This design comes from an exercise in tuning for small area, a short achievable clock period and few clock cycles per item on the open sky130 flow, not from production work.
The RTL was checked by simulation tests, not by an equivalence proof against the original design.

== P ==
// pck_cost
module pck_cost (
    input  wire         clk,
    input  wire         rst,         
    input  wire         in_valid,
    output wire         in_ready,
    input  wire [2:0]   in_op,       
    input  wire [127:0] in_src,      
    input  wire [127:0] in_ref,
    output wire         out_valid,
    input  wire         out_ready,
    output wire [16:0]  out_cost
);
    localparam QD = 8;       
    localparam BD = QD - 1;  
    localparam P4 = 9;       
    localparam P2 = 14;      
    localparam P1 = 17;      
    localparam PO = 18;      
    genvar g;
    integer k;
    reg         rdy_r, rdy_o;
    reg         r_v;
    reg [2:0]   r_op;
    reg [127:0] r_src, r_ref;
    assign in_ready = rdy_o;
    wire   in_fire  = in_valid && rdy_r;
    always @(posedge clk) begin
        r_src <= in_src;
        r_ref <= in_ref;
        r_op  <= in_op;
        r_v   <= !rst && in_fire;
    end
    reg  [3:0] row;
    reg  [1:0] m_sz;         
    reg        m_satd;
    reg  [1:0] op_sz;
    reg        op_satd;
    always @(*) begin
        case (r_op)
            3'd1:    begin op_sz = 2'd0; op_satd = 1'b0; end
            3'd2:    begin op_sz = 2'd1; op_satd = 1'b0; end
            3'd3:    begin op_sz = 2'd2; op_satd = 1'b0; end
            3'd4:    begin op_sz = 2'd0; op_satd = 1'b1; end
            3'd5:    begin op_sz = 2'd1; op_satd = 1'b1; end
            default: begin op_sz = 2'd2; op_satd = 1'b1; end
        endcase
    end
    wire       first   = (row == 4'd0);
    wire [1:0] sz      = first ? op_sz   : m_sz;
    wire       satd    = first ? op_satd : m_satd;
    wire [3:0] last_rc = (sz == 2'd0) ? 4'd3 : (sz == 2'd1) ? 4'd7 : 4'd15;
    wire       last    = (row == last_rc);
    always @(posedge clk) begin
        if (rst) begin
            row    <= 4'd0;
            m_sz   <= 2'd0;
            m_satd <= 1'b0;
        end else if (r_v) begin
            m_sz   <= sz;
            m_satd <= satd;
            row    <= last ? 4'd0 : row + 4'd1;
        end
    end
    wire [16*9-1:0] dd, dv;
    wire [15:0]     dneg;
    generate
        for (g = 0; g < 16; g = g + 1) begin : g_diff
            wire [8:0] d1;
  ...
Size in the first run: ~15000 cells after synthesis, roughly 4500 flip-flops, ~280 I/O pins.
export LEC_CHECK = 0
export CAP_MARGIN = 20
export CORE_MARGIN = 2
export CORE_UTILIZATION = 55
export CTS_CLUSTER_DIAMETER = 100
export CTS_CLUSTER_SIZE = 28
export SLEW_MARGIN = 20
create_clock -name core_clock -period 27.0 [get_ports {clk}]
standard.sh (not shown) runs the stock make flow with config.mk's settings and CLKGATE_MAP_FILE= SYNTH_SCRIPT=/design/flow/synth_recipe.tcl, a recipe that flattens the netlist after the stock synthesis.
==> flow/flow/run.sh <==
#!/bin/bash
# The standard layout (standard.sh), unchanged except that the port
# buffers buffer_ports inserts are plain sky130_fd_sc_hd__buf_2 cells rather
# than the delay buffers it picks by default. Every port still gets its own
# buffer. ORFS's console output goes to standard.log here; each ORFS step
# keeps its own log under orfs/logs.
set -euo pipefail
export BUFFER_PORTS_ARGS="-buffer_cell sky130_fd_sc_hd__buf_2"
bash standard.sh > standard.log 2>&1
The flow did not stop early for P: all stages ran, and the layout cleared the timing, design-rule and antenna checks.
Testbench counts of P, summed over its fixed seeds: cycles 22,668, blocks 2,400.
> inputs changed (P -> Q)
# P
export LEC_CHECK = 0
export CAP_MARGIN = 20
export CORE_MARGIN = 2
export CORE_UTILIZATION = 55
export CTS_CLUSTER_DIAMETER = 100
export CTS_CLUSTER_SIZE = 28
export SLEW_MARGIN = 20
create_clock -name core_clock -period 27.0 [get_ports {clk}]
# Q
export LEC_CHECK = 0
export CAP_MARGIN = 20
export CORE_MARGIN = 2
export CORE_UTILIZATION = 55
export CTS_CLUSTER_DIAMETER = 60
export CTS_CLUSTER_SIZE = 32
export SLEW_MARGIN = 20
create_clock -name core_clock -period 27.0 [get_ports {clk}]
==> flow/run.sh (new file) <==
#!/bin/bash
# synth_recipe.tcl (not shown) runs the flow's synth.tcl, then flattens the netlist and writes it again
# the make line also repeats each setting of config.mk as NAME=value (left out here)
make -C /OpenROAD-flow-scripts/flow DESIGN_CONFIG=/design/flow/config.mk WORK_HOME=/design/flow/orfs CLKGATE_MAP_FILE= SYNTH_SCRIPT=/design/flow/synth_recipe.tcl finish
removed: flow/flow/run.sh
removed: flow/standard.sh
==> comparison <==
Number of iterations in the first detailed-routing pass ended up 1 lower on Q than on P. Relative to P, the minimum clock period after layout of Q is higher by 350 ps. Setup slack in Q is smaller than in P. Register-to-register slack: Q > P. Diff P -> Q | synthesis-to-layout area growth | increase of 4.5 points. Changes observed in Q relative to P: layout cell share with drive strength beyond 1 went up 0.64 points; routed length on met3 picked up an extra about 17%. P → Q: number of synthesized register bits saw little to no change, part of the cycle the worst path needs climbed 1.3 points.

separate check: timing with driven ports:
Ports are ideal in the flow. The routed layouts listed here were re-timed in OpenROAD. Step 1 (the two cells are an assumption about what drives the block):
set clk [get_ports {clk}]
set_driving_cell -lib_cell sky130_fd_sc_hd__clkbuf_16 $clk
set_driving_cell -lib_cell sky130_fd_sc_hd__buf_2 [delete_from_list [all_inputs] $clk]
Step 2 moves the port delays by t, midway between the first and last clock arrival at a register: inputs arrive t later, outputs are due t later. That takes back most of the time a late clock gives input paths. Slacks: ideal ports / drivers / drivers and shift; pairs: ideal ports / drivers.
run | shift t [ns] | setup slack, ns | clock arrival spread, ns | worst slew at a driven data input, ns
P | 1.005 | 20.113 / 20.008 / 20.118 | 0.105 / 0.104 | 0.05
Q | 1.028 | 19.766 / 19.661 / 19.642 | 0.080 / 0.080 | 0.04
After both steps setup and hold are still met in every run listed. For Q, which loses most, drivers alone change the setup slack by -0.105 ns; drivers and shift together by -0.124 ns.
